Source: an optimization exercise on an open RTL-to-GDS flow (aim: small area). Production flows keep margins and buffers that such runs may drop. At most, simulation tests tie the RTL to the original design; equivalence was not proved. No functional check of the RTL was part of runs 1 to 4. Power and IR drop assume default switching activity.

## flow/design.v

```verilog
module grip_core (
    input  wire        clk,
    input  wire        rst,
    input  wire        clk_in,
    input  wire        data_in,
    input  wire        edge_evt,
    input  wire        edge_src,
    input  wire        dec_en,
    input  wire        rd_req,
    input  wire [3:0]  rd_addr,
    output wire [15:0] rd_data
);
    reg  [1:0]  v;
    reg         wg;       
    reg  [19:0] acc;      
    reg  [4:0]  cnt;
    wire is_clk = clk_in ^ v[0];
    wire is_gap = ~clk_in & ~v[0] & (data_in ^ v[1]) & wg;
    wire enq    = edge_evt & is_gap & (cnt == 5'd20);
    always @(posedge clk) begin
        if (edge_evt & is_clk)
            acc <= {acc[18:0], data_in};
    end
    always @(posedge clk) begin
        if (rst) begin
            v   <= 2'b00;
            wg  <= 1'b0;
            cnt <= 5'd0;
        end else if (edge_evt) begin
            if (is_clk) begin
                if (cnt != 5'd31)
                    cnt <= cnt + 5'd1;
            end else if (is_gap) begin
                cnt <= 5'd0;
            end
            wg <= ~v[0] & (data_in ^ v[1]);
            v  <= {data_in, clk_in};
        end
    end
    wire [19:0] f = acc;
    wire [6:0]  s;
    assign s[0] = f[0] ^ f[7]  ^ f[14];
    assign s[1] = f[1] ^ f[8]  ^ f[15];
    assign s[2] = f[2] ^ f[9]  ^ f[16];
    assign s[3] = f[3] ^ f[10] ^ f[17];
    assign s[4] = f[4] ^ f[11] ^ f[18];
    assign s[5] = f[5] ^ f[12] ^ f[19];
    assign s[6] = f[6] ^ f[13];
    reg [3:0] nib;
    always @(*) begin
        case (s[6:4])
            3'd0: nib = 4'h0;
            3'd1: nib = 4'h7;
            3'd2: nib = 4'he;
            3'd3: nib = 4'h9;
            3'd4: nib = 4'hb;
            3'd5: nib = 4'hc;
            3'd6: nib = 4'h5;
            default: nib = 4'h2;
        endcase
    end
    wire ok  = (s[3:0] == nib);
    wire is2 = ok & (f[19:18] == 2'd2);
    wire [14:0] enq_code = {is2, f[17:6],
                            is2 ? f[5:4] : (ok ? f[19:18] : 2'b10)};
    reg [14:0] q [0:9];
    reg [3:0]  count;
    wire full   = (count == 4'd10);
    wire empty  = (count == 4'd0);
    wire do_enq = enq & ~full;
    wire do_deq = dec_en & ~empty;
    integer i;
    always @(posedge clk) begin
        if (do_enq) begin
            q[0] <= enq_code;
            for (i = 1; i < 10; i = i + 1)
                q[i] <= q[i-1];
        end
    end
    always @(posedge clk) begin
        if (rst)
            count <= 4'd0;
        else if (do_enq & ~do_deq)
            count <= count + 4'd1;
        else if (do_deq & ~do_enq)
            count <= count - 4'd1;
    end
    reg [14:0] e;
    always @(*) begin
        e = 15'd0;
        for (i = 0; i < 10; i = i + 1)
            e = e | (q[i] & {15{count == i + 1}});
    end
    wire wr2 = do_deq & e[14];
    wire wr0 = do_deq & ~e[14] & (e[1:0] == 2'b00);
    wire wr1 = do_deq & ~e[14] & (e[1:0] == 2'b01);
    wire wr3 = do_deq & ~e[14] & (e[1:0] == 2'b11);
    reg [5:0]  x_r, yn_r, lt_r, rt_r, thr_r;
    reg [1:0]  hatx_p, haty_p, dpadx_p, dpady_p;
    reg [10:0] btn_r;
    reg [3:0]  init_r;
    always @(posedge clk) begin
        if (wr0) begin
            x_r  <= e[7:2];
            yn_r <= e[13:8];
        end
        if (wr1) begin
            lt_r <= e[7:2];
            rt_r <= e[13:8];
        end
        if (wr2) begin
            thr_r   <= e[13:8];
            hatx_p  <= {e[1], e[0]};
            haty_p  <= {e[2], e[3]};
            dpadx_p <= {e[5], e[4]};
            dpady_p <= {e[6], e[7]};
        end
        if (wr3)
            btn_r <= e[13:3];
    end
    always @(posedge clk) begin
        if (rst)
            init_r <= 4'd0;
        else
            init_r <= init_r | {wr3, wr2, wr1, wr0};
    end
    wire [10:0] sel;
    genvar k;
    generate
        for (k = 0; k < 11; k = k + 1) begin : g_sel
            assign sel[k] = ~rst & (rd_addr == k);
        end
    endgenerate
    wire s0 = init_r[0], s1 = init_r[1], s2 = init_r[2], s3 = init_r[3];
    wire [1:0] dp = ({2{sel[5]}} & hatx_p)  | ({2{sel[6]}} & haty_p) |
                    ({2{sel[7]}} & dpadx_p) | ({2{sel[8]}} & dpady_p);
    wire [1:0] dv = {~dp[1] & dp[0], dp[1] ^ dp[0]} & {2{s2}};
    wire [10:0] rd_val =
          ({11{sel[0] & s0}} & {5'd0, x_r})
        | ({11{sel[1] & s0}} & {5'd0, ~yn_r})
        | ({11{sel[2] & s1}} & {5'd0, lt_r})
        | ({11{sel[3] & s1}} & {5'd0, rt_r})
        | ({11{sel[4] & s2}} & {5'd0, thr_r})
        | {9'd0, dv}
        | ({11{sel[9] & s3}} & btn_r)
        | ({11{sel[10]}}     & {7'd0, init_r});
    reg [10:0] rd_q;
    always @(posedge clk) begin
        if (rst | rd_req)
            rd_q <= rd_val;
    end
    assign rd_data = {5'd0, rd_q};
endmodule
```

## flow/run.sh

```bash
#!/bin/bash
# synth_recipe.tcl (not shown) runs the flow's synth.tcl, then flattens the netlist and writes it again
# the make line also repeats each setting of config.mk as NAME=value (left out here)
make -C /OpenROAD-flow-scripts/flow DESIGN_CONFIG=/design/flow/config.mk WORK_HOME=/design/flow/orfs CLKGATE_MAP_FILE= SYNTH_SCRIPT=/design/flow/synth_recipe.tcl finish
```

## flow/config.mk

```make
export PLATFORM = sky130hd
export DESIGN_NAME = grip_core
export DESIGN_NICKNAME = grip_core
export VERILOG_FILES = /design/flow/design.v
export SDC_FILE = /design/flow/constraint.sdc
export NUM_CORES = 4
export LEC_CHECK = 0
export ABC_AREA = 1
export CAP_MARGIN = 20
export CORE_MARGIN = 2
export CORE_UTILIZATION = 70
export CTS_BUF_LIST = sky130_fd_sc_hd__clkbuf_2 sky130_fd_sc_hd__clkbuf_4
export CTS_CLUSTER_SIZE = 30
export SLEW_MARGIN = 20
```

## flow/constraint.sdc

```tcl
create_clock -name core_clock -period 8.0 [get_ports {clk}]
set_input_delay 1.6000 -clock core_clock [delete_from_list [all_inputs] [get_ports {clk}]]
set_output_delay 1.6000 -clock core_clock [all_outputs]
set_load 0.01 [all_outputs]
```

==> metrics.cfg, run 1 <==
[layout]
final_core_util = 0.795
fill_cells = 798
nNetsFinal = 851
layout-drive-gt1-share = 0.142
syn_to_final_growth_pct = 11.4

[clocking]
root_buffer = clkbuf_4
clkSinkCount = 246
cts_hold_buf = 0
clk_latency_ns = 0.69
post_cts_buffers = 0
clk_path_buf_depth = 3
ctsResizeCount = 0
cts_tree = yes
cts_buffers = 59
path_clk_slew_ns = 0.08
htreeDepth = 2

[global_route]
antenna_found_initial = 1
overflow = 0
grt_max_degree = 83
grt_pass1_vias = 6017
grt.total_usage = 0.272
grt_pass1_wl_mm = 30.6

[yosys]
yosys.area_share.xor_xnor = 0.0142
yosysUniqueCellTypes = 34
synth-simple-area-share = 0.117
ys_warn_count = 2
synth_compound_area_frac = 0.0641
synthAdderAreaFrac = 0.0190
synthArstFlopShare = 0
syn-cell-area_sq_mm = 0.00987
yosys.area.top_type = edfxtp_1
synth_edf_count = 230
ys_seq_area_frac = 0.732
syn-instance-count = 758
ys_ff_latch = 246
synth_area_leaders = edfxtp_1 (70%), nand2_1 (4.4%), inv_1 (3.6%)
avgSynthCellArea_sq_um = 13.0
synth_top_flop_cell = edfxtp_1
synth_top_area_frac = 0.700
muxShareOfSynthArea = 0
synth_top_family_by_area = simple AND/OR/NAND/NOR gates

[pwr]
internal-power_mw = 2.33
power_switching_mw = 1.02
swShare = 0.305
powerDensity_mw_per_mm2 = 305
peakVddDrop_mv = 0.186
combPwrFrac = 0.197
p_leak_nw = 4.18
seqPwrFrac = 0.495
p_clk_frac = 0.308

[timing]
slew-limit-headroom = 0.218
finalClockSkew_ns = 0.0406
whs_ns = 0.436
slew_viol_final = 0
hold_violations = 0
min_period_over_period = 0.531
setup_tns_ns = 0
finalSetupViolations = 0
max_freq_ghz = 0.235
fin_crit_ns = 4.25
rsz0062_at_grt = no
worst_slew_pin_slew_ns = 1.17
fin_ws_ns = 3.75

[worst_setup_path]
crit_fanout = 82
setup.worst_path.end_class = register
worstPathRequired_ns = 8.30
crit_path_start_kind = input port
path_class = input port to register
arrival_ns = 4.54

[die]
die_height_um = 123
fp-row-count = 43
initial_core_util = 0.714
die_area_sq_mm = 0.0151
core_sq_mm = 0.0138
die_w_um = 123
io_pins = 28

[route]
drt_iter0_drc = 803
wl_mm = 19.4
viasPerCell = 5.82
remaining_drc_errors = 0
vias = 6107
wl_per_cell_um = 18.5
drtAntennaViolNets = 0
firstDrtPassIters = 5

[place]
dp_worst_setup_slack_ns = 3.10
place_congestion = 0.815
hpwl_mm = 12.2
portBuffers = 21

[min_path]
min_path_type = register to register

[run]
maxCapViolations = 0

[outcome]
status = no timing/DRC/antenna violations

[path summary, 6_finish.rpt]
path / start / to / slack [ns] / depth (start not counted)
max: data_in / q[6][1] / 3.75 / 6
min: q[7][3] / q[8][3] / 0.44 / 0
max reg2reg: count[0] / q[6][1] / 4.42 / 8
min reg2reg: q[7][3] / q[8][3] / 0.44 / 0
[sequential cells by signal, summed over array words and instances (netlist names), 5 cells and up]
signal and cells:
acc 20, btn_r 11, cnt 5, lt_r 6, q 150, rd_q 11, rt_r 6, thr_r 6
x_r 6, yn_r 6
[cell families after synthesis]
family	after synthesis
other cells	1
simple gates	258
compound gates	98
xor+xnor	16
buf+inv	124
fa+ha+maj	15
flops	246
[metrics by stage]
step / area, sq um / cells / total power [mW]
CTS: 11000 / 1047 / 3.36
global route: 11000 / 1049 / 3.52
finish: 11000 / 1049 / 3.36
detailed placement: 10200 / 942 / 2.33
floorplan: 9900 / 762 / 2.13
global placement: 10200 / 942 / 2.31
[worst max-delay path, cell delays in order]
cell and delay (ns):
clkdlybuf4s50_1 0.61, xor2_1 0.23, nand4_1 0.22, nor3_4 0.18, buf_4 0.77, buf_4 0.82
[power groups by stage]
stage / logic, mW / registers, mW / clock network (mW)
finish: 0.662 / 1.66 / 1.03
global route: 0.737 / 1.67 / 1.12
CTS: 0.649 / 1.66 / 1.05
detailed placement: 0.645 / 1.69 / 0
global placement: 0.627 / 1.69 / 0
floorplan: 0.474 / 1.66 / 0
[cells in the final DEF, fill, tap and decap left out, types with 2 or more instances in the layout]
master	n
edfxtp_1	230
nand2_1	116
inv_1	95
clkbuf_4	92
nand3_1	57
nor2_1	40
nand4_1	25
o21ai_0	21
a21oi_1	21
clkdlybuf4s50_1	21
o22ai_1	19
dfxtp_1	16
ha_1	15
a211oi_1	12
a221oi_1	12
xor2_1	9
a22o_1	8
nor2_2	7
xnor2_1	7
clkinv_1	7
inv_2	5
conb_1	5
nor3_1	4
clkinv_2	4
buf_4	4
or2_2	3
nor3_2	2
nand3_2	2
[area by class of cell]
type	count	area, sq um	area share
well taps	180	225	0.0205
multi-input cells	392	2150	0.196
clock buffers	92	691	0.0628
diodes	1	2.50	0.000228
flip-flops and latches	246	7230	0.657
inverters	100	375	0.0341
clock inverters	13	85.1	0.00774
repair buffers	25	240	0.0218
[metal layers]
layer	share of wire	vias up	global-route usage
met5	0	-	0
met4	0.016	0	0.104
met2	0.50	261	0.452
met1	0.42	2945	0.357
li1	-	2869	-
met3	0.068	32	0.0553
[synthesized netlist by cell type (9+ instances only)]
master	count
nor2_1	42
nand3_1	57
nand2_1	116
xor2_1	9
nand4_1	25
ha_1	15
edfxtp_1	230
inv_1	95
o21ai_0	21
a221oi_1	12
dfxtp_1	16
buf_2	11
a211oi_1	12
o22ai_1	19
a21oi_1	21
==> run 2: changes to the inputs <==
--- a/flow/config.mk
+++ b/flow/config.mk
@@ -9,6 +9,5 @@
 export CAP_MARGIN = 20
 export CORE_MARGIN = 2
 export CORE_UTILIZATION = 70
-export CTS_BUF_LIST = sky130_fd_sc_hd__clkbuf_2 sky130_fd_sc_hd__clkbuf_4
-export CTS_CLUSTER_SIZE = 30
+export CTS_BUF_LIST = sky130_fd_sc_hd__clkbuf_4
 export SLEW_MARGIN = 20
==> run 2 against run 1 <==
Worst setup slack is the same. Critical path depth is the same. Core utilization is the same. Sequential cell count is the same. First-iteration DRC count is the same. Area after synthesis is the same. Critical endpoint unchanged.
==> metrics.cfg, run 2 <==
[yosys]
synthArstFlopShare = 0  ; unchanged
yosys.area.top_type = edfxtp_1
synth_edf_count = 230  ; unchanged
ys_ff_latch = 246  ; unchanged
synth_area_leaders = edfxtp_1 (70%), nand2_1 (4.4%), inv_1 (3.6%)
ys_warn_count = 2  ; unchanged
yosysUniqueCellTypes = 34  ; unchanged
ys_seq_area_frac = 0.732  ; unchanged
synth_common_cells = edfxtp_1 (230), nand2_1 (116), inv_1 (95), nand3_1 (57), nor2_1 (42)
syn-instance-count = 758  ; unchanged
synth_top_flop_cell = edfxtp_1
synth_top_area_frac = 0.700  ; unchanged
syn-cell-area_sq_mm = 0.00987  ; unchanged
avgSynthCellArea_sq_um = 13.0  ; unchanged
yosysMostFrequentCell = edfxtp_1

[worst_setup_path]
crit_fanout = 82  ; unchanged
worstPathRequired_ns = 8.30  ; about the same
arrival_ns = 4.54  ; about the same
setup.worst_path.end_class = register
path_class = input port to register
crit_path_start_kind = input port

[clocking]
ctsResizeCount = 0  ; unchanged
cts_buffers = 59  ; unchanged
clkSinkCount = 246  ; unchanged
cts_hold_buf = 0  ; unchanged
root_buffer = clkbuf_4
clk_latency_ns = 0.69  ; about the same
cts_tree = yes
htreeDepth = 2  ; unchanged
path_clk_slew_ns = 0.08  ; about the same
post_cts_buffers = 0  ; unchanged
clk_path_buf_depth = 3  ; unchanged

[timing]
rsz0062_at_grt = no
fin_ws_ns = 3.75  ; unchanged
setup_tns_ns = 0  ; unchanged
fin_crit_ns = 4.25  ; unchanged
whs_ns = 0.436  ; unchanged
slew-limit-headroom = 0.218  ; unchanged
finalSetupViolations = 0  ; unchanged
finalClockSkew_ns = 0.0406  ; unchanged
slew_viol_final = 0  ; unchanged
hold_violations = 0  ; unchanged
worst_slew_pin_slew_ns = 1.17  ; unchanged
min_period_over_period = 0.531  ; unchanged
max_freq_ghz = 0.235  ; unchanged

[layout]
final_area_sq_mm = 0.0110  ; unchanged
nNetsFinal = 851  ; unchanged
final_cells = 1049  ; unchanged
top_register = q
layout-drive-gt1-share = 0.142  ; unchanged
multi_input_area_sq_mm = 0.00215  ; unchanged
final_core_util = 0.795  ; unchanged
largest_register_ff_count = 150  ; unchanged
fill_cells = 798  ; unchanged
final_common_cell = edfxtp_1
final_cell_mix = edfxtp_1 (230), nand2_1 (116), inv_1 (95)
ff_latch_area_sq_mm = 0.00723  ; unchanged
syn_to_final_growth_pct = 11.4  ; unchanged
top_regs = q: 150 flops, acc: 20 flops

[place]
placed_area_sq_mm = 0.0102  ; unchanged
place_congestion = 0.815  ; unchanged
dp_worst_setup_slack_ns = 3.10  ; unchanged
placedCellCount = 942  ; unchanged
portBuffers = 21  ; unchanged
hpwl_mm = 12.2  ; unchanged

[global_route]
busiest_layer = met2
use_met2 = 0.452  ; unchanged
overflow = 0  ; unchanged
grt_pass1_wl_mm = 30.6  ; unchanged
grt_max_degree = 83  ; unchanged
antenna_found_initial = 1  ; unchanged
grt_pass1_vias = 6017  ; unchanged
globalRouteMet3Util = 0.0553  ; unchanged
grt.total_usage = 0.272  ; unchanged
grt_util_met1 = 0.357  ; unchanged

[outcome]
status = no timing/DRC/antenna violations

[min_path]
min_path_type = register to register

[die]
die_height_um = 123  ; unchanged
die_w_um = 123  ; unchanged
io_pins = 28  ; unchanged
initial_core_util = 0.714  ; unchanged
fp-row-count = 43  ; unchanged
die_area_sq_mm = 0.0151  ; unchanged
core_sq_mm = 0.0138  ; unchanged

[route]
remaining_drc_errors = 0  ; unchanged
firstDrtPassIters = 5  ; unchanged
wl_mm = 19.4  ; unchanged
drtAntennaViolNets = 0  ; unchanged
drt_iter0_drc = 803  ; unchanged
viasPerCell = 5.82  ; unchanged
wl_per_cell_um = 18.5  ; unchanged
vias = 6107  ; unchanged

[run]
maxCapViolations = 0  ; unchanged

[pwr]
peakVddDrop_mv = 0.186  ; unchanged
powerDensity_mw_per_mm2 = 305  ; unchanged
power_mw = 3.36  ; unchanged
p_leak_nw = 4.18  ; unchanged

-- run 2: final timing paths --
kind                                from       to  slack [ns]  depth (start not counted)
worst max-delay path             data_in  q[6][1]        3.75                          6
worst min-delay path             q[7][3]  q[8][3]        0.44                          0
worst max register to register  count[0]  q[6][1]        4.42                          8
worst min register to register   q[7][3]  q[8][3]        0.44                          0
-- run 2: cell families (layout without fill, tap and decap cells) --
| logic type | after synthesis | count (layout) | synth area share |
|---|---|---|---|
| compound gates | 98 | 98 | 0.0641 |
| xor+xnor | 16 | 16 | 0.0142 |
| flops | 246 | 246 | 0.732 |
| fa+ha+maj | 15 | 15 | 0.0190 |
| buf+inv | 124 | 230 | 0.0531 |
| simple gates | 258 | 258 | 0.117 |
| other cells | 1 | 6 | 0.000380 |
-- run 2: area by class of cell --
cell class                 instances  area share
antenna                            1    0.000228
timing repair buffer              25      0.0218
sequential                       246       0.657
multi-input combinational        392       0.196
tap                              180      0.0205
clock buffer                      92      0.0628
clock inverter                    13     0.00774
inverter                         100      0.0341
-- run 2: worst max-delay path, stage by stage --
cell and delay (ns):
clkdlybuf4s50_1 0.61, xor2_1 0.23, nand4_1 0.22, nor3_4 0.18
buf_4 0.77, buf_4 0.82
-- run 2: power by group --
part / total [mW] / leakage [nW] / internal [mW] / switching [mW]
logic: 0.662 / 1.47 / 0.177 / 0.485
registers: 1.66 / 2.24 / 1.60 / 0.0597
clock network: 1.03 / 0.471 / 0.554 / 0.479
total: 3.36 / 4.18 / 2.33 / 1.02
-- run 2: per-layer routing --
layer | part of all wire | wire, um
met1 | 0.42 | 8080
met2 | 0.50 | 9720
met3 | 0.068 | 1330
met4 | 0.016 | 312
met5 | 0 | 0
==> run 3: changes to the inputs <==
--- a/flow/config.mk
+++ b/flow/config.mk
@@ -9,5 +9,7 @@
 export CAP_MARGIN = 20
 export CORE_MARGIN = 2
 export CORE_UTILIZATION = 70
-export CTS_BUF_LIST = sky130_fd_sc_hd__clkbuf_4
+export CTS_BUF_LIST = sky130_fd_sc_hd__clkbuf_16
+export CTS_CLUSTER_DIAMETER = 80
+export CTS_CLUSTER_SIZE = 30
 export SLEW_MARGIN = 20
==> run 3 against run 2 <==
Still clean. Global-route usage fell by 1.5 points. Final area down 3.7%. Clock-buffer cell count down 79. Worst setup slack lost 0.18 ns. Cell count down 8.3%. Critical path depth stayed put. Largest power group unchanged.
==> metrics.cfg, run 3 <==
[timing]
slew_viol_final = 0  ; unchanged
finalClockSkew_ns = 0.0263  ; -0.0143 ns
min_period_over_period = 0.554  ; +0.0223
finalSetupViolations = 0  ; unchanged
rsz0062_at_grt = no
slew-limit-headroom = 0.294  ; +0.0762
setup_tns_ns = 0  ; unchanged
hold_violations = 0  ; unchanged
max_freq_ghz = 0.226  ; -4.0%
worst_slew_pin_slew_ns = 1.06  ; -0.114 ns
fin_crit_ns = 4.43  ; +0.179 ns

[global_route]
grt_max_degree = 83  ; unchanged
grt_pass1_vias = 5649  ; -6.1%
grt.total_usage = 0.257  ; -0.0151
antenna_found_initial = 0  ; -1
grt_pass1_wl_mm = 29.1  ; -5.0%
overflow = 0  ; unchanged

[worst_setup_path]
crit_fanout = 82  ; unchanged
crit_path_max_incr_delay_ns = 0.80  ; -0.02 ns
path_common_cell = buf_4
arrival_ns = 4.52  ; -0.02 ns
setup.worst_path.end_class = register
worstPathRequired_ns = 8.10  ; -0.20 ns
r2r_setup_slack_ns = 4.39  ; -0.03 ns
cp_slowest_cell = buf_4
crit_chain = clkdlybuf4s50_1 -> xor2_1 -> nand4_1 -> nor3_4 -> buf_4 -> buf_4
path_class = input port to register
crit_path_start_kind = input port

[clocking]
ctsResizeCount = 0  ; unchanged
root_buffer = clkbuf_16
clk_latency_ns = 0.48  ; -0.21 ns
htreeDepth = 1  ; -1
clkSinkCount = 246  ; unchanged
cts_hold_buf = 0  ; unchanged
path_clk_slew_ns = 0.11  ; +0.03 ns
cts_buffers = 12  ; -80%
post_cts_buffers = 0  ; unchanged
cts_tree = yes
clk_path_buf_depth = 3  ; unchanged

[yosys]
synth_top_flop_cell = edfxtp_1
synth_edf_count = 230  ; unchanged
ys_ff_latch = 246  ; unchanged
yosys.area.top_type = edfxtp_1
syn-instance-count = 758  ; unchanged
synth_top_area_frac = 0.700  ; unchanged
yosysUniqueCellTypes = 34  ; unchanged
synth_area_leaders = edfxtp_1 (70%), nand2_1 (4.4%), inv_1 (3.6%)
ys_warn_count = 2  ; unchanged
synthArstFlopShare = 0  ; unchanged
syn-cell-area_sq_mm = 0.00987  ; unchanged
synth_common_cells = edfxtp_1 (230), nand2_1 (116), inv_1 (95), nand3_1 (57), nor2_1 (42)
yosysMostFrequentCell = edfxtp_1
ys_seq_area_frac = 0.732  ; unchanged
avgSynthCellArea_sq_um = 13.0  ; unchanged

[pwr]
powerDensity_mw_per_mm2 = 283  ; -7.1%
peakVddDrop_mv = 0.175  ; -5.7%
p_leak_nw = 3.90  ; -6.7%

[die]
die_height_um = 123  ; unchanged
initial_core_util = 0.714  ; unchanged
die_area_sq_mm = 0.0151  ; unchanged
die_w_um = 123  ; unchanged
io_pins = 28  ; unchanged
core_sq_mm = 0.0138  ; unchanged
fp-row-count = 43  ; unchanged

[layout]
antenna_cells = 0  ; -1
nNetsFinal = 804  ; -5.5%
layout-drive-gt1-share = 0.0524  ; -0.0893
fill_cells = 840  ; +5.3%
top_register = q
final_core_util = 0.766  ; -0.0297
top_regs = q: 150 flops, acc: 20 flops
final_common_cell = edfxtp_1
final_cell_mix = edfxtp_1 (230), nand2_1 (116), inv_1 (98)
largest_register_ff_count = 150  ; unchanged
syn_to_final_growth_pct = 7.25

[run]
maxCapViolations = 0  ; unchanged

[route]
drt_iter0_drc = 828  ; +3.1%
remaining_drc_errors = 0  ; unchanged
drtAntennaViolNets = 0  ; unchanged
wl_mm = 18.6  ; -4.4%
wl_per_cell_um = 19.3  ; +4.3%
vias = 5801  ; -5.0%
viasPerCell = 6.03  ; +3.6%
firstDrtPassIters = 5  ; unchanged

[place]
hpwl_mm = 12.2  ; unchanged
place_congestion = 0.815  ; unchanged
portBuffers = 21  ; unchanged

[outcome]
status = no timing/DRC/antenna violations

[min_path]
min_path_type = register to register

[run 3: metal layers]
metal  wire length [um]  GRT usage  vias to the layer above
li1                   -          -                     2720
met1               7560      0.350                     2796
met2               9280      0.435                      249
met3               1300     0.0353                       36
met4                450     0.0812                        0
met5                  0          0                        -
[run 3: where the power goes]
group	switching [mW]	total [mW]	internal, mW	leakage (nW)
Sequential	0.0594	1.66	1.60	2.24
Clock	0.378	0.682	0.304	0.191
Combinational	0.483	0.660	0.177	1.47
Total	0.920	3.00	2.08	3.90
[run 3: worst paths after layout]
kind | from | to | depth (start not counted)
setup / recovery | data_in | q[1][14] | 6
hold / removal | q[1][14] | q[2][14] | 0
setup reg to reg | count[0] | q[1][14] | 8
hold reg to reg | q[1][14] | q[2][14] | 0
[run 3: kinds of logic after synthesis]
group	after synthesis	share of synthesized area
AO/OA/AOI/OAI	98	0.0641
flip-flops	246	0.732
XOR/XNOR	16	0.0142
AND/OR/NAND/NOR	258	0.117
buffers and inverters	124	0.0531
adder cells (fa/ha/maj)	15	0.0190
other	1	0.000380
[run 3: worst max-delay path, delay by kind of cell]
kind | cells | cell delay, ns
xor+xnor | 1 | 0.22
buf+inv | 3 | 2.19
simple gates | 2 | 0.40
[run 3: through the flow]
stage	cell area, sq um	setup WS [ns]	instances	hold slack (ns)	power (mW)
after floorplan	9900	1.28	762	0.426	2.13
after global placement	10200	3.30	942	0.429	2.31
after detailed placement	10200	3.10	942	0.434	2.33
after CTS	10600	3.63	961	0.456	3.00
after global routing	10600	3.35	962	0.463	3.14
final	10600	3.57	962	0.453	3.00
[run 3: layout make-up]
class / instances / area, sq um / area share
flip-flops and latches: 246 / 7230 / 0.683
clock inverters: 6 / 40.0 / 0.00378
repair buffers: 25 / 240 / 0.0227
inverters: 100 / 375 / 0.0355
well taps: 180 / 225 / 0.0213
clock buffers: 13 / 325 / 0.0307
multi-input cells: 392 / 2150 / 0.203
==> run 4: changes to the inputs <==
--- a/flow/config.mk
+++ b/flow/config.mk
@@ -9,7 +9,7 @@
 export CAP_MARGIN = 20
 export CORE_MARGIN = 2
 export CORE_UTILIZATION = 70
-export CTS_BUF_LIST = sky130_fd_sc_hd__clkbuf_16
-export CTS_CLUSTER_DIAMETER = 80
-export CTS_CLUSTER_SIZE = 30
+export CTS_BUF_LIST = sky130_fd_sc_hd__clkbuf_8 sky130_fd_sc_hd__clkbuf_16
+export CTS_CLUSTER_DIAMETER = 60
+export CTS_CLUSTER_SIZE = 20
 export SLEW_MARGIN = 20
==> run 4 against run 3 <==
Wire length increased by 1.7%. Maximum frequency is 0.18% higher. Sequential power barely moved. Still clean. Critical path type unchanged. Core utilization is 1.1 points higher. Sequential share of layout area fell by 0.94 points. Via count is 1.5% higher. Clock skew decreased by 0.0083 ns.
==> metrics.cfg, run 4 <==
[outcome]
status = no timing/DRC/antenna violations

[place]
hpwl_mm = 12.2  ; unchanged
place_congestion = 0.815  ; unchanged
portBuffers = 21  ; unchanged

[global_route]
grt_pass1_wl_mm = 29.4  ; +1.3%
grt_max_degree = 83  ; unchanged
antenna_found_initial = 0  ; unchanged
grt_pass1_vias = 5680  ; +0.55%
overflow = 0  ; unchanged
grt.total_usage = 0.261  ; +0.00352

[yosys]
synthArstFlopShare = 0  ; unchanged
yosysUniqueCellTypes = 34  ; unchanged
synth_edf_count = 230  ; unchanged
synth_top_flop_cell = edfxtp_1
yosysMostFrequentCell = edfxtp_1
syn-cell-area_sq_mm = 0.00987  ; unchanged
avgSynthCellArea_sq_um = 13.0  ; unchanged
ys_ff_latch = 246  ; unchanged
ys_warn_count = 2  ; unchanged
ys_seq_area_frac = 0.732  ; unchanged
synth_area_leaders = edfxtp_1 (70%), nand2_1 (4.4%), inv_1 (3.6%)
synth_top_area_frac = 0.700  ; unchanged
yosys.area.top_type = edfxtp_1
syn-instance-count = 758  ; unchanged
synth_common_cells = edfxtp_1 (230), nand2_1 (116), inv_1 (95), nand3_1 (57), nor2_1 (42)

[layout]
top_register = q
syn_to_final_growth_pct = 8.75
nNetsFinal = 808  ; +0.50%
final_common_cell = edfxtp_1
antenna_cells = 0  ; unchanged
multi_input_area_sq_mm = 0.00215  ; unchanged
fill_cells = 826  ; -1.7%
final_cell_mix = edfxtp_1 (230), nand2_1 (116), inv_1 (102)
layout-drive-gt1-share = 0.0582  ; +0.00572
ff_latch_area_sq_mm = 0.00723  ; unchanged
top_regs = q: 150 flops, acc: 20 flops
largest_register_ff_count = 150  ; unchanged

[timing]
rsz0062_at_grt = no
finalSetupViolations = 0  ; unchanged
max_freq_ghz = 0.226  ; +0.18%
hold_violations = 0  ; unchanged
slew_viol_final = 0  ; unchanged
worst_slew_pin_slew_ns = 1.09  ; +0.0386 ns
fin_crit_ns = 4.42  ; -0.00806 ns
finalClockSkew_ns = 0.0180  ; -0.00826 ns
min_period_over_period = 0.553  ; -0.00101
setup_tns_ns = 0  ; unchanged
slew-limit-headroom = 0.268  ; -0.0258

[route]
viasPerCell = 6.07  ; +0.59%
drtAntennaViolNets = 0  ; unchanged
firstDrtPassIters = 7  ; +2
wl_mm = 18.9  ; +1.7%
wl_per_cell_um = 19.5  ; +0.78%
vias = 5890  ; +1.5%
remaining_drc_errors = 0  ; unchanged
drt_iter0_drc = 704  ; -15%

[clocking]
clk_latency_ns = 0.49  ; about the same
cts_tree = yes
post_cts_buffers = 0  ; unchanged
cts_buffers = 17  ; +5
ctsResizeCount = 0  ; unchanged
path_clk_slew_ns = 0.08  ; -0.03 ns
clk_path_buf_depth = 3  ; unchanged
cts_hold_buf = 0  ; unchanged
root_buffer = clkbuf_16
clkSinkCount = 246  ; unchanged
htreeDepth = 1  ; unchanged

[die]
initial_core_util = 0.714  ; unchanged
die_w_um = 123  ; unchanged
core_sq_mm = 0.0138  ; unchanged
die_area_sq_mm = 0.0151  ; unchanged
fp-row-count = 43  ; unchanged
die_height_um = 123  ; unchanged
io_pins = 28  ; unchanged

[pwr]
p_leak_nw = 3.98  ; +2.1%
power_mw = 3.17  ; +5.8%
powerDensity_mw_per_mm2 = 296  ; +4.3%
peakVddDrop_mv = 0.187  ; +6.7%

[min_path]
holdCritStartpoint = q[7][6]
min_path_type = register to register
hold_end = q[8][6]
hold_depth = 0  ; unchanged

[worst_setup_path]
worst_r2r_endpoint = q[9][0]
setup.worst_path.end_class = register
ff2ff_path_depth = 8  ; unchanged
arrival_ns = 4.52  ; about the same
path_class = input port to register
r2r_setup_slack_ns = 4.42  ; +0.03 ns
timing.rr.start = count[0]
crit_path_start_kind = input port
worstPathRequired_ns = 8.10  ; about the same
crit_fanout = 82  ; unchanged

[run]
maxCapViolations = 0  ; unchanged

## run 4: cell type report
type                            count  area share
Clock buffer                       17      0.0396
Clock inverter                     12     0.00886
Inverter                          100      0.0350
Multi-Input combinational cell    392       0.201
Sequential cell                   246       0.673
Tap cell                          180      0.0210
Timing Repair Buffer               24      0.0217
## run 4: logic make-up after synthesis
group	share of synthesized area
AO/OA/AOI/OAI	0.0641
AND/OR/NAND/NOR	0.117
other	0.000380
adder cells (fa/ha/maj)	0.0190
flip-flops	0.732
buffers and inverters	0.0531
XOR/XNOR	0.0142
## run 4: worst max-delay path by stage
stage,start,cells after the start,to
2_1_floorplan,clk_in,9,count[2]
3_3_place_gp,data_in,6,q[8][0]
3_5_place_dp,data_in,6,q[9][0]
4_1_cts,data_in,6,q[9][0]
5_1_grt,data_in,6,q[8][0]
6_report,data_in,6,q[9][0]
## run 4: power breakdown
part           internal [mW]  switching, mW
combinational          0.176          0.489
clock                  0.429          0.419
sequential              1.60         0.0608
## run 4: worst max-delay path, stage by stage
cell and delay [ns]:
clkdlybuf4s50_1 0.61, xor2_1 0.22, nand4_1 0.22, nor3_4 0.18
buf_4 0.79, buf_4 0.81
## run 4: metrics by stage
stage	instance area [sq um]	worst slack [ns]	instances	hold slack, ns	utilization
after global routing	10700	3.35	971	0.457	0.776
after floorplan	9900	1.28	762	0.426	-
after detailed placement	10200	3.10	942	0.434	0.738
after CTS	10700	3.62	971	0.445	0.776
after global placement	10200	3.30	942	0.429	0.738
final	10700	3.58	971	0.443	0.776
## run 4: per-layer routing
metal,up-vias,global-route usage,wire [um]
met4,0,0.0833,463
met2,259,0.436,9320
met1,2862,0.358,7890
met3,38,0.0367,1250
met5,-,0,0
li1,2731,-,-
==> run 5: changes to the inputs <==
--- a/flow/design.v
+++ b/flow/design.v
@@ -16,7 +16,7 @@
     reg  [4:0]  cnt;
     wire is_clk = clk_in ^ v[0];
     wire is_gap = ~clk_in & ~v[0] & (data_in ^ v[1]) & wg;
-    wire enq    = edge_evt & is_gap & (cnt == 5'd20);
+    wire enq    = edge_evt & is_gap & (cnt == 5'd27);
     always @(posedge clk) begin
         if (edge_evt & is_clk)
             acc <= {acc[18:0], data_in};
@@ -28,8 +28,8 @@
             cnt <= 5'd0;
         end else if (edge_evt) begin
             if (is_clk) begin
-                if (cnt != 5'd31)
-                    cnt <= cnt + 5'd1;
+                if (cnt != 5'd22)
+                    cnt <= {cnt[3:0], ~(cnt[4] ^ cnt[2])};
             end else if (is_gap) begin
                 cnt <= 5'd0;
             end
==> flow/flow/run.sh (new file) <==
#!/bin/bash
# Own flow: the standard layout (standard.sh), with one change: the
# ABC script that ORFS's synthesis uses for ABC_AREA=1 is replaced by
# flow/abc_area.script (area-oriented mapping without buffering or
# upsizing). Everything else, including the registers Yosys makes, is
# the standard flow's.
set -euo pipefail
W=$PWD
mkdir -p "$W/scripts_mod"
cp -r "$FLOW_HOME/scripts/." "$W/scripts_mod/"
cp "$W/flow/abc_area.script" "$W/scripts_mod/abc_area.script"
bash "$W/standard.sh" SCRIPTS_DIR="$W/scripts_mod" finish > "$W/standard_flow.log" 2>&1
==> flow/flow/abc_area.script (new file) <==
strash
ifraig
scorr
dc2
strash
dch -f
amap
topo
==> flow/standard.sh (new file) <==
#!/bin/bash
# synth_recipe.tcl (not shown) runs the flow's synth.tcl, then flattens the netlist and writes it again
# the make line also repeats each setting of config.mk as NAME=value (left out here)
make -C /OpenROAD-flow-scripts/flow DESIGN_CONFIG=/design/flow/config.mk WORK_HOME=/design/flow/orfs CLKGATE_MAP_FILE= SYNTH_SCRIPT=/design/flow/synth_recipe.tcl "${@:-finish}"
--- a/flow/config.mk
+++ b/flow/config.mk
@@ -9,7 +9,7 @@
 export CAP_MARGIN = 20
 export CORE_MARGIN = 2
 export CORE_UTILIZATION = 70
-export CTS_BUF_LIST = sky130_fd_sc_hd__clkbuf_8 sky130_fd_sc_hd__clkbuf_16
-export CTS_CLUSTER_DIAMETER = 60
-export CTS_CLUSTER_SIZE = 20
+export CTS_BUF_LIST = sky130_fd_sc_hd__clkbuf_16
+export CTS_CLUSTER_DIAMETER = 80
+export CTS_CLUSTER_SIZE = 30
 export SLEW_MARGIN = 20
removed: flow/run.sh
==> run 5 against run 4 <==
Maximum frequency is 5.7% higher. Clock-buffer cell count is 4 lower. Sequential share of layout area increased by 4.7 points. First-iteration DRC count is 33% higher. Clock power shrank about 20%. Sequential cell count unchanged. Power is 12% lower. Wire length decreased by 8.9%. Register-to-register slack improved by 0.19 ns. Highest routed layer unchanged.
==> metrics.cfg, run 5 <==
[clocking]
cts_buffers = 12  ; -5
cts_tree = yes
post_cts_buffers = 0  ; unchanged
ctsResizeCount = 0  ; unchanged
cts_hold_buf = 0  ; unchanged
clkSinkCount = 246  ; unchanged
clk_latency_ns = 0.47  ; -0.02 ns
path_clk_slew_ns = 0.10  ; +0.02 ns
clk_path_buf_depth = 3  ; unchanged
htreeDepth = 1  ; unchanged
root_buffer = clkbuf_16

[yosys]
ys_ff_latch = 246  ; unchanged
muxShareOfSynthArea = 0  ; unchanged
synthAdderAreaFrac = 0.0165  ; -0.00253
yosysUniqueCellTypes = 39  ; +15%
yosys.area.top_type = edfxtp_1
synth_edf_count = 230  ; unchanged
yosysMostFrequentCell = edfxtp_1
synthArstFlopShare = 0  ; unchanged
synth_compound_area_frac = 0.0965  ; +0.0324
synth-simple-area-share = 0.0737  ; -0.0434
synth_top_family_by_area = compound AO/OA/AOI/OAI gates
ys_seq_area_frac = 0.793  ; +0.0610
synth_area_leaders = edfxtp_1 (76%), a222oi_1 (5.4%), dfxtp_1 (3.5%)
yosys.area_share.xor_xnor = 0.00288  ; -0.0113
synth_common_cells = edfxtp_1 (230), a222oi_1 (49), nor2_1 (43), nand2_1 (40), clkinv_1 (31)
syn-instance-count = 547  ; -28%
synth_top_area_frac = 0.758  ; +0.0583
syn-cell-area_sq_mm = 0.00911  ; -7.7%
ys_warn_count = 2  ; unchanged
synth_top_flop_cell = edfxtp_1
avgSynthCellArea_sq_um = 16.7  ; +28%

[timing]
slew_viol_final = 0  ; unchanged
finalSetupViolations = 0  ; unchanged
max_freq_ghz = 0.239  ; +5.7%
setup_tns_ns = 0  ; unchanged
slew-limit-headroom = 0.318  ; +0.0502
finalClockSkew_ns = 0.0161  ; -0.00198 ns
hold_violations = 0  ; unchanged
fin_ws_ns = 3.82  ; +0.236 ns
min_period_over_period = 0.523  ; -0.0296
rsz0062_at_grt = no
fin_crit_ns = 4.18  ; -0.236 ns
worst_slew_pin_slew_ns = 1.02  ; -0.0750 ns

[layout]
layout-drive-gt1-share = 0.0598  ; +0.00165
top_regs = q: 150 flops, acc: 20 flops
top_register = q
largest_register_ff_count = 150  ; unchanged
multi_input_area_sq_mm = 0.00178  ; -17%
antenna_cells = 0  ; unchanged
fill_cells = 721  ; -13%
syn_to_final_growth_pct = 10.1
final_common_cell = edfxtp_1
nNetsFinal = 620  ; -23%
ff_latch_area_sq_mm = 0.00723  ; unchanged
final_cell_mix = edfxtp_1 (230), a222oi_1 (49), nor2_1 (43)
final_area_sq_mm = 0.0100  ; -6.5%

[die]
fp-row-count = 41  ; -4.7%
io_pins = 28  ; unchanged
die_area_sq_mm = 0.0139  ; -7.4%
core_sq_mm = 0.0127  ; -8.4%
die_height_um = 118  ; -3.8%
die_w_um = 118  ; -3.8%
initial_core_util = 0.719  ; +0.00520

[route]
wl_mm = 17.2  ; -8.9%
drt_iter0_drc = 935  ; +33%
drtAntennaViolNets = 0  ; unchanged
firstDrtPassIters = 6  ; -1
viasPerCell = 6.60  ; +8.8%
wl_per_cell_um = 22.3  ; +14%
vias = 5106  ; -13%
remaining_drc_errors = 0  ; unchanged

[place]
dp_worst_setup_slack_ns = 3.32  ; +0.215 ns
hpwl_mm = 11.0  ; -9.9%
portBuffers = 21  ; unchanged
place_congestion = 0.896  ; +9.9%
placed_area_sq_mm = 0.00966  ; -5.3%

[run]
maxCapViolations = 0  ; unchanged

[pwr]
p_clk_frac = 0.243  ; -0.024
power_mw = 2.78  ; -12%
power_switching_mw = 0.749  ; -23%
seqPwrFrac = 0.579  ; +0.056
swShare = 0.269  ; -0.0363
powerDensity_mw_per_mm2 = 277  ; -6.2%
peakVddDrop_mv = 0.231  ; +23%
combPwrFrac = 0.178  ; -0.032
internal-power_mw = 2.03  ; -7.8%
p_leak_nw = 3.17  ; -20%

[min_path]
hold_depth = 0  ; unchanged
holdCritStartpoint = q[1][5]
min_path_type = register to register
hold_end = q[2][5]

[global_route]
antenna_found_initial = 0  ; unchanged
grt_max_degree = 81  ; -2.4%
grt.total_usage = 0.251  ; -0.00911
grt_pass1_vias = 4852  ; -15%
grt_pass1_wl_mm = 27.0  ; -8.4%
overflow = 0  ; unchanged

[worst_setup_path]
arrival_ns = 4.29  ; -0.23 ns
timing.rr.start = count[2]
ff2ff_path_depth = 6  ; -2
r2r_setup_slack_ns = 4.61  ; +0.19 ns
worst_r2r_endpoint = btn_r[7]
crit_path_start_kind = input port
path_class = input port to register
crit_fanout = 80  ; -2.4%
setup.worst_path.end_class = register
worstPathRequired_ns = 8.10  ; about the same

[outcome]
status = no timing/DRC/antenna violations

-- run 5: changes by cell type after synthesis, sizes merged, moves of 8 or more --
cell	previous run	this run
a22oi	0	8
nor2b	0	8
a222oi	0	49
a22o	8	0
nand2	117	40
clkinv	1	31
buf	20	5
o21ai	21	9
o22ai	19	1
inv	99	0
nand3	59	4
a211oi	12	3
nand4	25	15
-- run 5: metal layers --
metal	up-vias	track usage	share of wire
met4	0	0.0505	0.015
li1	2322	-	-
met3	18	0.0407	0.072
met1	2537	0.377	0.42
met2	229	0.402	0.50
met5	-	0	0
-- run 5: worst max-delay path: stages --
cell             delay (ns)
clkdlybuf4s50_1        0.46
nand2_1                0.08
o21ai_0                0.08
nand3b_1               0.24
nor4_4                 0.16
buf_4                  0.71
buf_4                  0.85
-- run 5: how the worst max path moves through the flow --
stage / start / end / cells past startpoint / slack, ns
detailed placement: data_in / q[7][7] / 7 / 3.32
global placement: data_in / q[4][7] / 7 / 3.43
floorplan: data_in / count[2] / 9 / 0.06
global route: data_in / q[8][8] / 7 / 3.59
finish: data_in / q[7][2] / 7 / 3.82
CTS: data_in / q[7][2] / 7 / 3.84
-- run 5: logic make-up (layout without fill, tap and decap cells) --
logic type,count (synthesis),count (layout)
other,1,5
XOR/XNOR,3,3
AND/OR/NAND/NOR,143,143
adder cells (fa/ha/maj),12,12
AO/OA/AOI/OAI,106,106
buffers and inverters,36,87
flip-flops,246,246
-- run 5: stage by stage --
| step | hold WS (ns) | std cells | utilization |
|---|---|---|---|
| 2_1_floorplan | 0.425 | 551 | - |
| 3_3_place_gp | 0.427 | 754 | 0.763 |
| 3_5_place_dp | 0.434 | 754 | 0.763 |
| 4_1_cts | 0.454 | 774 | 0.792 |
| 5_1_grt | 0.460 | 774 | 0.792 |
| 6_report | 0.453 | 774 | 0.792 |
-- run 5: power by group through the flow --
stage	combinational (mW)	sequential [mW]	clock, mW
final	0.496	1.61	0.676
after global routing	0.547	1.62	0.731
after CTS	0.499	1.61	0.686
after detailed placement	0.498	1.64	0
after global placement	0.481	1.64	0
after floorplan	0.298	1.63	0
-- run 5: final cells by class --
| type | count | share of cell area |
|---|---|---|
| timing repair buffer | 36 | 0.0322 |
| multi-input combinational | 269 | 0.178 |
| tap | 172 | 0.0214 |
| clock inverter | 7 | 0.00449 |
| sequential | 246 | 0.720 |
| clock buffer | 13 | 0.0324 |
| inverter | 31 | 0.0116 |
==> run 6: changes to the inputs <==
==> flow/flow/run.sh (replaced) <==
#!/bin/bash
# Own flow: the standard layout (standard.sh) with these changes:
#  - the ABC script ORFS's synthesis uses for ABC_AREA=1 is replaced by
#    flow/abc_area.script (area mapping, no buffering or upsizing);
#  - port buffers are buf_1 cells;
#  - CTS inserts no dummy loads.
# The registers Yosys makes, the floorplan, power grid and tap cells are
# the standard flow's.
set -euo pipefail
W=$PWD
mkdir -p "$W/scripts_mod"
cp -r "$FLOW_HOME/scripts/." "$W/scripts_mod/"
cp "$W/flow/abc_area.script" "$W/scripts_mod/abc_area.script"
bash "$W/standard.sh" \
    SCRIPTS_DIR="$W/scripts_mod" \
    "BUFFER_PORTS_ARGS=-buffer_cell sky130_fd_sc_hd__buf_1" \
    "CTS_ARGS=-sink_clustering_enable -repair_clock_nets -sink_clustering_size 30 -sink_clustering_max_diameter 80 -buf_list sky130_fd_sc_hd__clkbuf_16 -dont_use_dummy_load" \
    finish > "$W/standard_flow.log" 2>&1
==> run 6 against run 5 <==
Global-route usage is 0.31 points lower. Clock power is 7.8% lower. First-iteration DRC count is 4.7% lower. Largest cell class unchanged.
==> metrics.cfg, run 6 <==
[outcome]
status = no timing/DRC/antenna violations

[yosys]
synth_compound_area_frac = 0.0965  ; unchanged
yosys.area.top_type = edfxtp_1
synth_top_flop_cell = edfxtp_1
synth_top_area_frac = 0.758  ; unchanged
synthArstFlopShare = 0  ; unchanged
synthAdderAreaFrac = 0.0165  ; unchanged
yosysUniqueCellTypes = 39  ; unchanged
avgSynthCellArea_sq_um = 16.7  ; unchanged
ys_ff_latch = 246  ; unchanged
syn-instance-count = 547  ; unchanged
synth_top_family_by_area = compound AO/OA/AOI/OAI gates
synth-simple-area-share = 0.0737  ; unchanged
syn-cell-area_sq_mm = 0.00911  ; unchanged
ys_seq_area_frac = 0.793  ; unchanged
yosys.area_share.xor_xnor = 0.00288  ; unchanged
yosysMostFrequentCell = edfxtp_1
synth_edf_count = 230  ; unchanged
synth_common_cells = edfxtp_1 (230), a222oi_1 (49), nor2_1 (43), nand2_1 (40), clkinv_1 (31)
synth_area_leaders = edfxtp_1 (76%), a222oi_1 (5.4%), dfxtp_1 (3.5%)
muxShareOfSynthArea = 0  ; unchanged
ys_warn_count = 2  ; unchanged

[min_path]
min_path_type = register to register

[timing]
fin_crit_ns = 3.81  ; -0.369 ns
setup_tns_ns = 0  ; unchanged
min_period_over_period = 0.477  ; -0.0461
rsz0062_at_grt = no
fin_ws_ns = 4.19  ; +0.369 ns
max_freq_ghz = 0.262  ; +9.7%
whs_ns = 0.430  ; -0.0234 ns
finalSetupViolations = 0  ; unchanged
slew-limit-headroom = 0.347  ; +0.0288
slew_viol_final = 0  ; unchanged
hold_violations = 0  ; unchanged
finalClockSkew_ns = 0.0421  ; +0.0260 ns
worst_slew_pin_slew_ns = 0.972  ; -0.0468 ns

[worst_setup_path]
crit_fanout = 80  ; unchanged
cp_slowest_cell = buf_4
arrival_ns = 3.91  ; -0.38 ns
worstPathRequired_ns = 8.09  ; about the same
path_common_cell = buf_4
cp_top_family = buffers and inverters
path_class = input port to register
crit_chain = buf_1 -> nand2_1 -> o21ai_0 -> nand3b_1 -> nor4_4 -> buf_4 -> buf_4
crit_path_max_incr_delay_ns = 0.81  ; -0.04 ns
setup.worst_path.end_class = register
crit_path_start_kind = input port
cp_num_buf_inv = 3  ; unchanged

[die]
core_sq_mm = 0.0127  ; unchanged
io_pins = 28  ; unchanged
fp-row-count = 41  ; unchanged
die_area_sq_mm = 0.0139  ; unchanged
initial_core_util = 0.719  ; unchanged
die_w_um = 118  ; unchanged
die_height_um = 118  ; unchanged

[clocking]
htreeDepth = 1  ; unchanged
cts_hold_buf = 0  ; unchanged
root_buffer = clkbuf_16
clk_latency_ns = 0.48  ; about the same
path_clk_slew_ns = 0.11  ; about the same
cts_buffers = 12  ; unchanged
cts_tree = yes
ctsResizeCount = 0  ; unchanged
clkSinkCount = 246  ; unchanged
clk_path_buf_depth = 3  ; unchanged
post_cts_buffers = 0  ; unchanged

[layout]
antenna_cells = 0  ; unchanged
fill_cells = 749  ; +3.9%
multi_input_area_sq_mm = 0.00179  ; +0.56%
layout-drive-gt1-share = 0.0557  ; -0.00406
largest_register_ff_count = 150  ; unchanged
ff_latch_area_sq_mm = 0.00723  ; unchanged
final_common_cell = edfxtp_1
final_cell_mix = edfxtp_1 (230), a222oi_1 (49), nor2_1 (42)
syn_to_final_growth_pct = 7.84
top_register = q
nNetsFinal = 618  ; -0.32%
top_regs = q: 150 flops, acc: 20 flops

[pwr]
peakVddDrop_mv = 0.166  ; -28%
p_leak_nw = 3.07  ; -3.4%
powerDensity_mw_per_mm2 = 278  ; +0.26%
power_mw = 2.73  ; -1.8%

[place]
place_congestion = 0.938  ; +4.6%
dp_worst_setup_slack_ns = 3.66  ; +0.342 ns
portBuffers = 21  ; unchanged
hpwl_mm = 11.0  ; -0.47%

[route]
remaining_drc_errors = 0  ; unchanged
vias = 5164  ; +1.1%
drtAntennaViolNets = 0  ; unchanged
drt_iter0_drc = 891  ; -4.7%
wl_per_cell_um = 22.7  ; +1.9%
wl_mm = 17.3  ; +0.56%
viasPerCell = 6.76  ; +2.5%
firstDrtPassIters = 6  ; unchanged

[global_route]
grt.total_usage = 0.248  ; -0.00306
grt_pass1_wl_mm = 26.8  ; -0.66%
overflow = 0  ; unchanged
antenna_found_initial = 0  ; unchanged
grt_max_degree = 81  ; unchanged
grt_pass1_vias = 4899  ; +0.97%

[run]
maxCapViolations = 0  ; unchanged

run 6: cell types whose count changed in the layout (fill, tap and decap cells not counted), moves of 2 or more:
cell / change
buf_1: +21
buf_4: -2
clkdlybuf4s50_1: -21
inv_1: -4
inv_8: -2
run 6: path summary, 6_finish.rpt:
check	slack, ns	startpoint	to	depth (start not counted)
hold / removal	0.43	q[8][11]	q[9][11]	0
setup reg to reg	4.53	count[2]	rt_r[1]	7
setup / recovery	4.19	data_in	q[9][13]	7
hold reg to reg	0.43	q[8][11]	q[9][11]	0
run 6: cells by family after synthesis:
| kind of cell | count (synthesis) |
|---|---|
| buffers and inverters | 36 |
| XOR/XNOR | 3 |
| adder cells (fa/ha/maj) | 12 |
| AO/OA/AOI/OAI | 106 |
| AND/OR/NAND/NOR | 143 |
| flip-flops | 246 |
| other | 1 |
run 6: where the power goes:
part           internal (mW)  switching, mW
registers               1.57         0.0470
logic                  0.151          0.345
clock network          0.271          0.352
total                   1.99          0.744
run 6: worst register-to-register path, delay by kind of cell, from the launching register on:
family	cells	cell delay, ns
AND/OR/NAND/NOR	5	1.89
flip-flops	1	0.52
AO/OA/AOI/OAI	1	0.42
buffers and inverters	1	0.29
run 6: routing by layer:
layer  global-route usage  vias to the layer above  wire [um]
met1                0.371                     2533       7160
met5                    0                        -          0
met3               0.0499                       23       1640
li1                     -                     2311          -
met4               0.0610                        0        296
met2                0.387                      297       8240
run 6: final cells by class:
type	instances	area share
inverter	31	0.0118
tap	172	0.0219
clock buffer	12	0.0306
sequential	246	0.735
timing repair buffer	34	0.0180
multi-input combinational	269	0.182
run 6: through the flow:
step	std cells	utilization	area, sq um
floorplan	551	-	9140
global placement	751	0.751	9510
detailed placement	751	0.751	9520
CTS	763	0.775	9820
global route	764	0.776	9830
finish	764	0.776	9830
==> run 7: changes to the inputs <==
--- a/flow/flow/run.sh
+++ b/flow/flow/run.sh
@@ -14,5 +14,5 @@
 bash "$W/standard.sh" \
     SCRIPTS_DIR="$W/scripts_mod" \
     "BUFFER_PORTS_ARGS=-buffer_cell sky130_fd_sc_hd__buf_1" \
-    "CTS_ARGS=-sink_clustering_enable -repair_clock_nets -sink_clustering_size 30 -sink_clustering_max_diameter 80 -buf_list sky130_fd_sc_hd__clkbuf_16 -dont_use_dummy_load" \
+    "CTS_ARGS=-sink_clustering_enable -repair_clock_nets -sink_clustering_size 30 -sink_clustering_max_diameter 80 -buf_list sky130_fd_sc_hd__clkbuf_16 -dont_use_dummy_load -root_buf sky130_fd_sc_hd__clkbuf_4" \
     finish > "$W/standard_flow.log" 2>&1
==> run 7 against run 6 <==
Area after synthesis unchanged. Clock-buffer cell count unchanged. Critical path depth unchanged. Synthesized cell count unchanged. Core utilization decreased by 0.41 points. Non-clock buffer count unchanged. Largest power group unchanged. Critical path type unchanged. Die area unchanged. Hold slack improved by 0.00084 ns. Global-route usage decreased by 0.15 points.
==> metrics.cfg, run 7 <==
[outcome]
status = no timing/DRC/antenna violations

[route]
firstDrtPassIters = 9  ; +3
vias = 5147  ; -0.33%
wl_mm = 17.3  ; about the same
viasPerCell = 6.74  ; -0.33%
drtAntennaViolNets = 0  ; unchanged
drt_iter0_drc = 846  ; -5.1%
remaining_drc_errors = 0  ; unchanged
wl_per_cell_um = 22.7  ; about the same

[place]
hpwl_mm = 11.0  ; unchanged
portBuffers = 21  ; unchanged
placed_area_sq_mm = 0.00952  ; unchanged
placedCellCount = 751  ; unchanged
dp_worst_setup_slack_ns = 3.66  ; unchanged
place_congestion = 0.938  ; unchanged

[worst_setup_path]
crit_path_start_kind = input port
cp_num_buf_inv = 3  ; unchanged
cp_top_family = buffers and inverters
path_class = input port to register
ff2ff_path_depth = 7  ; unchanged
crit_fanout = 80  ; unchanged
cp_num_cells = 7  ; unchanged
crit_path_max_incr_delay_ns = 0.81  ; about the same
crit_chain = buf_1 -> nand2_1 -> o21ai_0 -> nand3b_1 -> nor4_4 -> buf_4 -> buf_4
worstPathRequired_ns = 8.21  ; +0.12 ns
cp_slowest_cell = buf_4
setup.worst_path.end_class = register
arrival_ns = 3.90  ; about the same
path_common_cell = buf_4

[global_route]
grt_pass1_wl_mm = 26.6  ; -0.47%
grt_pass1_vias = 4875  ; -0.49%
antenna_found_initial = 0  ; unchanged
grt_max_degree = 81  ; unchanged
grt.total_usage = 0.247  ; -0.00152
overflow = 0  ; unchanged

[layout]
syn_to_final_growth_pct = 7.26
final_cell_mix = edfxtp_1 (230), a222oi_1 (49), nor2_1 (42)
final_area_sq_mm = 0.00977  ; -0.53%
top_register = q
nNetsFinal = 618  ; unchanged
layout-drive-gt1-share = 0.0557  ; unchanged
final_common_cell = edfxtp_1
final_cells = 764  ; unchanged
top_regs = q: 150 flops, acc: 20 flops
final_core_util = 0.771  ; -0.00415
largest_register_ff_count = 150  ; unchanged
antenna_cells = 0  ; unchanged

[yosys]
yosysUniqueCellTypes = 39  ; unchanged
synth_edf_count = 230  ; unchanged
synth_top_area_frac = 0.758  ; unchanged
ys_ff_latch = 246  ; unchanged
ys_warn_count = 2  ; unchanged
synthArstFlopShare = 0  ; unchanged
synth_top_flop_cell = edfxtp_1
synth_common_cells = edfxtp_1 (230), a222oi_1 (49), nor2_1 (43), nand2_1 (40), clkinv_1 (31)
syn-instance-count = 547  ; unchanged
yosys.area.top_type = edfxtp_1
avgSynthCellArea_sq_um = 16.7  ; unchanged
ys_seq_area_frac = 0.793  ; unchanged
yosysMostFrequentCell = edfxtp_1
synth_area_leaders = edfxtp_1 (76%), a222oi_1 (5.4%), dfxtp_1 (3.5%)
syn-cell-area_sq_mm = 0.00911  ; unchanged

[clocking]
ctsResizeCount = 0  ; unchanged
cts_tree = yes
cts_hold_buf = 0  ; unchanged
cts_buffers = 12  ; unchanged
htreeDepth = 1  ; unchanged
clk_path_buf_depth = 3  ; unchanged
clk_latency_ns = 0.61  ; +0.13 ns
root_buffer = clkbuf_4
clkSinkCount = 246  ; unchanged
post_cts_buffers = 0  ; unchanged
path_clk_slew_ns = 0.11  ; about the same

[timing]
max_freq_ghz = 0.271  ; +3.3%
setup_tns_ns = 0  ; unchanged
whs_ns = 0.431  ; +0.000836 ns
fin_crit_ns = 3.69  ; -0.121 ns
finalSetupViolations = 0  ; unchanged
hold_violations = 0  ; unchanged
min_period_over_period = 0.462  ; -0.0151
slew-limit-headroom = 0.367  ; +0.0200
fin_ws_ns = 4.31  ; +0.121 ns
slew_viol_final = 0  ; unchanged
worst_slew_pin_slew_ns = 0.950  ; -0.0225 ns
rsz0062_at_grt = no
finalClockSkew_ns = 0.0620  ; +0.0199 ns

[die]
die_height_um = 118  ; unchanged
die_w_um = 118  ; unchanged
core_sq_mm = 0.0127  ; unchanged
die_area_sq_mm = 0.0139  ; unchanged
initial_core_util = 0.719  ; unchanged
fp-row-count = 41  ; unchanged
io_pins = 28  ; unchanged

[pwr]
seqPwrFrac = 0.603  ; +0.013
power_switching_mw = 0.738  ; -0.87%
internal-power_mw = 1.94  ; -2.6%
combPwrFrac = 0.185  ; +0.003
p_leak_nw = 3.04  ; -0.76%
peakVddDrop_mv = 0.165  ; -0.67%
swShare = 0.276  ; +0.00359
power_mw = 2.67  ; -2.2%
p_clk_frac = 0.212  ; -0.016
powerDensity_mw_per_mm2 = 274  ; -1.6%

[min_path]
hold_depth = 0  ; unchanged
min_path_type = register to register

[run]
maxCapViolations = 0  ; unchanged

==> run 7: cell types whose count changed in the layout (fill, tap and decap cells not counted) <==
cell,before,now
clkbuf_16,12,9
clkbuf_4,0,3
==> run 7: path summary, 6_finish.rpt <==
path         slack, ns  endpoint      from
min reg2reg       0.43  q[9][11]  q[8][11]
max               4.31  q[9][13]   data_in
max reg2reg       4.54   rt_r[1]  count[2]
min               0.43  q[9][11]  q[8][11]
==> run 7: metal layers <==
layer  vias up  wire length (um)  GRT usage
met5         -                 0          0
met4         0               312     0.0617
met3        26              1510     0.0451
met2       289              8260      0.388
met1      2523              7250      0.367
li1       2309                 -          -
==> run 7: logic make-up after synthesis <==
family          share of synthesized area
simple gates                       0.0737
compound gates                     0.0965
buf+inv                            0.0169
flops                               0.793
other cells                      0.000412
fa+ha+maj                          0.0165
xor+xnor                          0.00288
==> run 7: area by class of cell <==
cell class	count	area [sq um]
flip-flops and latches	246	7230
multi-input cells	269	1790
inverters	31	116
fillers	751	2900
well taps	172	215
repair buffers	34	176
clock buffers	12	248
==> run 7: power groups by stage <==
stage | clock network, mW | logic [mW] | registers, mW
final | 0.567 | 0.494 | 1.61
after global routing | 0.621 | 0.537 | 1.62
after CTS | 0.575 | 0.489 | 1.61
after detailed placement | 0 | 0.486 | 1.64
after global placement | 0 | 0.466 | 1.64
after floorplan | 0 | 0.298 | 1.63
==> run 8: changes to the inputs <==
--- a/flow/config.mk
+++ b/flow/config.mk
@@ -8,8 +8,5 @@
 export ABC_AREA = 1
 export CAP_MARGIN = 20
 export CORE_MARGIN = 2
-export CORE_UTILIZATION = 70
-export CTS_BUF_LIST = sky130_fd_sc_hd__clkbuf_16
-export CTS_CLUSTER_DIAMETER = 80
-export CTS_CLUSTER_SIZE = 30
+export CORE_UTILIZATION = 85
 export SLEW_MARGIN = 20
==> run 8 against run 7 <==
Still clean on timing, DRC and antenna. Cell count down 5.0%. Wire length up 46%. Sequential share of layout area up 0.53 points.
==> metrics.cfg, run 8 <==
[clocking]
cts_tree = yes
post_cts_buffers = 0  ; unchanged
cts_hold_buf = 0  ; unchanged
root_buffer = clkbuf_4
clkSinkCount = 246  ; unchanged
ctsResizeCount = 0  ; unchanged
clk_path_buf_depth = 3  ; unchanged
clk_latency_ns = 0.64  ; +0.03 ns
htreeDepth = 1  ; unchanged
cts_buffers = 12  ; unchanged
path_clk_slew_ns = 0.11  ; about the same

[yosys]
synthArstFlopShare = 0  ; unchanged
ys_ff_latch = 246  ; unchanged
synth_top_flop_cell = edfxtp_1
syn-instance-count = 547  ; unchanged
synth_edf_count = 230  ; unchanged
avgSynthCellArea_sq_um = 16.7  ; unchanged
yosysMostFrequentCell = edfxtp_1
synth_common_cells = edfxtp_1 (230), a222oi_1 (49), nor2_1 (43), nand2_1 (40), clkinv_1 (31)
ys_seq_area_frac = 0.793  ; unchanged
yosys.area.top_type = edfxtp_1
synth_top_area_frac = 0.758  ; unchanged
ys_warn_count = 2  ; unchanged
synth_area_leaders = edfxtp_1 (76%), a222oi_1 (5.4%), dfxtp_1 (3.5%)
yosysUniqueCellTypes = 39  ; unchanged
syn-cell-area_sq_mm = 0.00911  ; unchanged

[layout]
top_regs = q: 150 flops, acc: 20 flops
nNetsFinal = 616  ; -0.32%
ff_latch_area_sq_mm = 0.00723  ; unchanged
antenna_cells = 0  ; unchanged
layout-drive-gt1-share = 0.0492  ; -0.00659
final_cell_mix = edfxtp_1 (230), a222oi_1 (49), nor2_1 (42)
multi_input_area_sq_mm = 0.00178  ; -0.56%
top_register = q
largest_register_ff_count = 150  ; unchanged
syn_to_final_growth_pct = 6.49
fill_cells = 234  ; -69%
final_cells = 726  ; -5.0%
final_common_cell = edfxtp_1

[run]
maxCapViolations = 0  ; unchanged

[die]
die_w_um = 108  ; -8.9%
io_pins = 28  ; unchanged
die_height_um = 108  ; -8.9%
initial_core_util = 0.879  ; +0.160
die_area_sq_mm = 0.0116  ; -17%
core_sq_mm = 0.0104  ; -18%
fp-row-count = 37  ; -9.8%

[timing]
setup_tns_ns = 0  ; unchanged
slew-limit-headroom = 0.197  ; -0.170
worst_slew_pin_slew_ns = 1.19  ; +0.238 ns
min_period_over_period = 0.552  ; +0.0903
max_freq_ghz = 0.226  ; -16%
fin_crit_ns = 4.42  ; +0.722 ns
hold_violations = 0  ; unchanged
finalSetupViolations = 0  ; unchanged
finalClockSkew_ns = 0.0475  ; -0.0145 ns
rsz0062_at_grt = no
slew_viol_final = 0  ; unchanged

[worst_setup_path]
cp_slowest_cell = buf_4
setup.worst_path.start = data_in
ff2ff_path_depth = 12  ; +5
crit_path_max_incr_delay_ns = 0.81  ; about the same
setup.worst_path.end_class = register
cp_num_buf_inv = 3  ; unchanged
worst_r2r_endpoint = count[2]
cp_top_family = buffers and inverters
crit_chain = buf_1 -> o21ai_0 -> nand3b_1 -> nor4_4 -> buf_4 -> ha_1 -> clkinv_1 -> o221ai_1 -> nor2_1 -> a211oi_1
crit_fanout = 78  ; -2.5%
worstPathRequired_ns = 8.51  ; +0.30 ns
crit_path_start_kind = input port
arrival_ns = 4.93  ; +1.03 ns
timing.rr.start = count[0]
path_class = input port to register
r2r_setup_slack_ns = 3.71  ; -0.83 ns

[pwr]
peakVddDrop_mv = 0.353  ; +110%
p_leak_nw = 3.03  ; -0.45%
power_mw = 2.79  ; +4.3%
powerDensity_mw_per_mm2 = 287  ; +5.0%

[min_path]
holdCritStartpoint = q[1][9]
hold_depth = 0  ; unchanged
hold_end = q[2][9]
min_path_type = register to register

[route]
wl_mm = 25.4  ; +46%
firstDrtPassIters = 7  ; -2
drt_iter0_drc = 1704  ; +100%
vias = 6164  ; +20%
drtAntennaViolNets = 0  ; unchanged
wl_per_cell_um = 34.9  ; +54%
viasPerCell = 8.49  ; +26%
remaining_drc_errors = 0  ; unchanged

[global_route]
grt_pass1_vias = 5837  ; +20%
grt_pass1_wl_mm = 37.1  ; +39%
antenna_found_initial = 0  ; unchanged
grt.total_usage = 0.453  ; +0.206
grt_max_degree = 79  ; -2.5%
overflow = 0  ; unchanged

[place]
hpwl_mm = 13.7  ; +25%
placedCellCount = 714  ; -4.9%
portBuffers = 21  ; unchanged
place_congestion = 0.914  ; -2.6%

[outcome]
status = no timing/DRC/antenna violations

-- run 8: cell counts after synthesis --
No cell type changed its count.
-- run 8: worst max path at each step --
stage / end / slack [ns] / cells past startpoint
finish: count[2] / 3.58 / 10
detailed placement: q[5][7] / 3.63 / 7
global route: count[2] / 3.52 / 10
floorplan: count[2] / 0.06 / 9
global placement: q[6][7] / 3.83 / 7
CTS: count[2] / 3.88 / 10
-- run 8: layer usage --
metal  vias to the layer above  wire length (um)  GRT usage
li1                       2304                 -          -
met1                      2842              7530      0.595
met2                       840             12000      0.732
met3                       178              3980      0.108
met4                         0              1840      0.210
met5                         -                 0          0
-- run 8: area by class of cell --
class,instances,area share
timing repair buffer,32,0.0166
inverter,31,0.0120
tap,136,0.0175
sequential,246,0.745
clock buffer,12,0.0255
multi-input combinational,269,0.184
-- run 8: cell families (layout without fill, tap and decap cells) --
kind of cell,after synthesis,in the layout,share of synthesized area
compound gates,106,106,0.0965
flops,246,246,0.793
buf+inv,36,75,0.0169
other cells,1,5,0.000412
simple gates,143,143,0.0737
fa+ha+maj,12,12,0.0165
xor+xnor,3,3,0.00288
-- run 8: worst register-to-register path: cells and delay by family (launching register included) --
| kind | cells | cell delay [ns] |
|---|---|---|
| adder cells (fa/ha/maj) | 2 | 0.77 |
| buffers and inverters | 5 | 1.70 |
| AND/OR/NAND/NOR | 3 | 0.49 |
| AO/OA/AOI/OAI | 2 | 0.77 |
| flip-flops | 1 | 0.45 |
-- run 8: stage by stage --
stage / utilization / hold slack (ns) / area (sq um) / setup WS (ns)
4_1_cts: 0.936 / 0.434 / 9700 / 3.88
5_1_grt: 0.936 / 0.441 / 9700 / 3.52
6_report: 0.936 / 0.443 / 9700 / 3.58
2_1_floorplan: - / 0.425 / 9140 / 0.0554
3_5_place_dp: 0.912 / 0.437 / 9450 / 3.63
3_3_place_gp: 0.911 / 0.427 / 9450 / 3.83
-- run 8: where the power goes --
group / total, mW / switching [mW] / internal (mW)
Clock: 0.590 / 0.371 / 0.219
Sequential: 1.64 / 0.0669 / 1.57
Combinational: 0.563 / 0.414 / 0.149
Total: 2.79 / 0.852 / 1.94

## static timing again, ports no longer ideal
The results above use ideal ports. As a check the final layouts listed here were re-extracted and re-timed, cells and wires unchanged. Step 1 (the two cells are an assumption about what drives the block):
set clk [get_ports {clk}]
set_driving_cell -lib_cell sky130_fd_sc_hd__clkbuf_16 $clk
set_driving_cell -lib_cell sky130_fd_sc_hd__buf_2 [delete_from_list [all_inputs] $clk]
Step 2 also shifts input and output timing later by t, the mid clock arrival at the registers, as if the neighbouring blocks saw the same clock. Slacks: ideal ports / drivers / drivers and shift; pairs: ideal ports / drivers.
run	t (ns)	setup WS [ns]	clock arrival spread, ns	pins driven straight from the clock port
run 1	0.714	3.750 / 3.760 / 3.046	0.040 / 0.041	1
run 2	0.714	3.750 / 3.760 / 3.046	0.040 / 0.041	1
run 3	0.516	3.572 / 3.586 / 3.071	0.030 / 0.029	1
run 4	0.524	3.580 / 3.591 / 3.066	0.018 / 0.019	1
run 5	0.506	3.816 / 3.838 / 3.332	0.018 / 0.018	1
run 6	0.497	4.185 / 4.207 / 3.710	0.042 / 0.042	1
run 7	0.615	4.306 / 4.320 / 3.705	0.062 / 0.062	1
run 8	0.648	3.584 / 3.593 / 2.945	0.048 / 0.048	1
After both steps setup and hold are still met in every run listed.
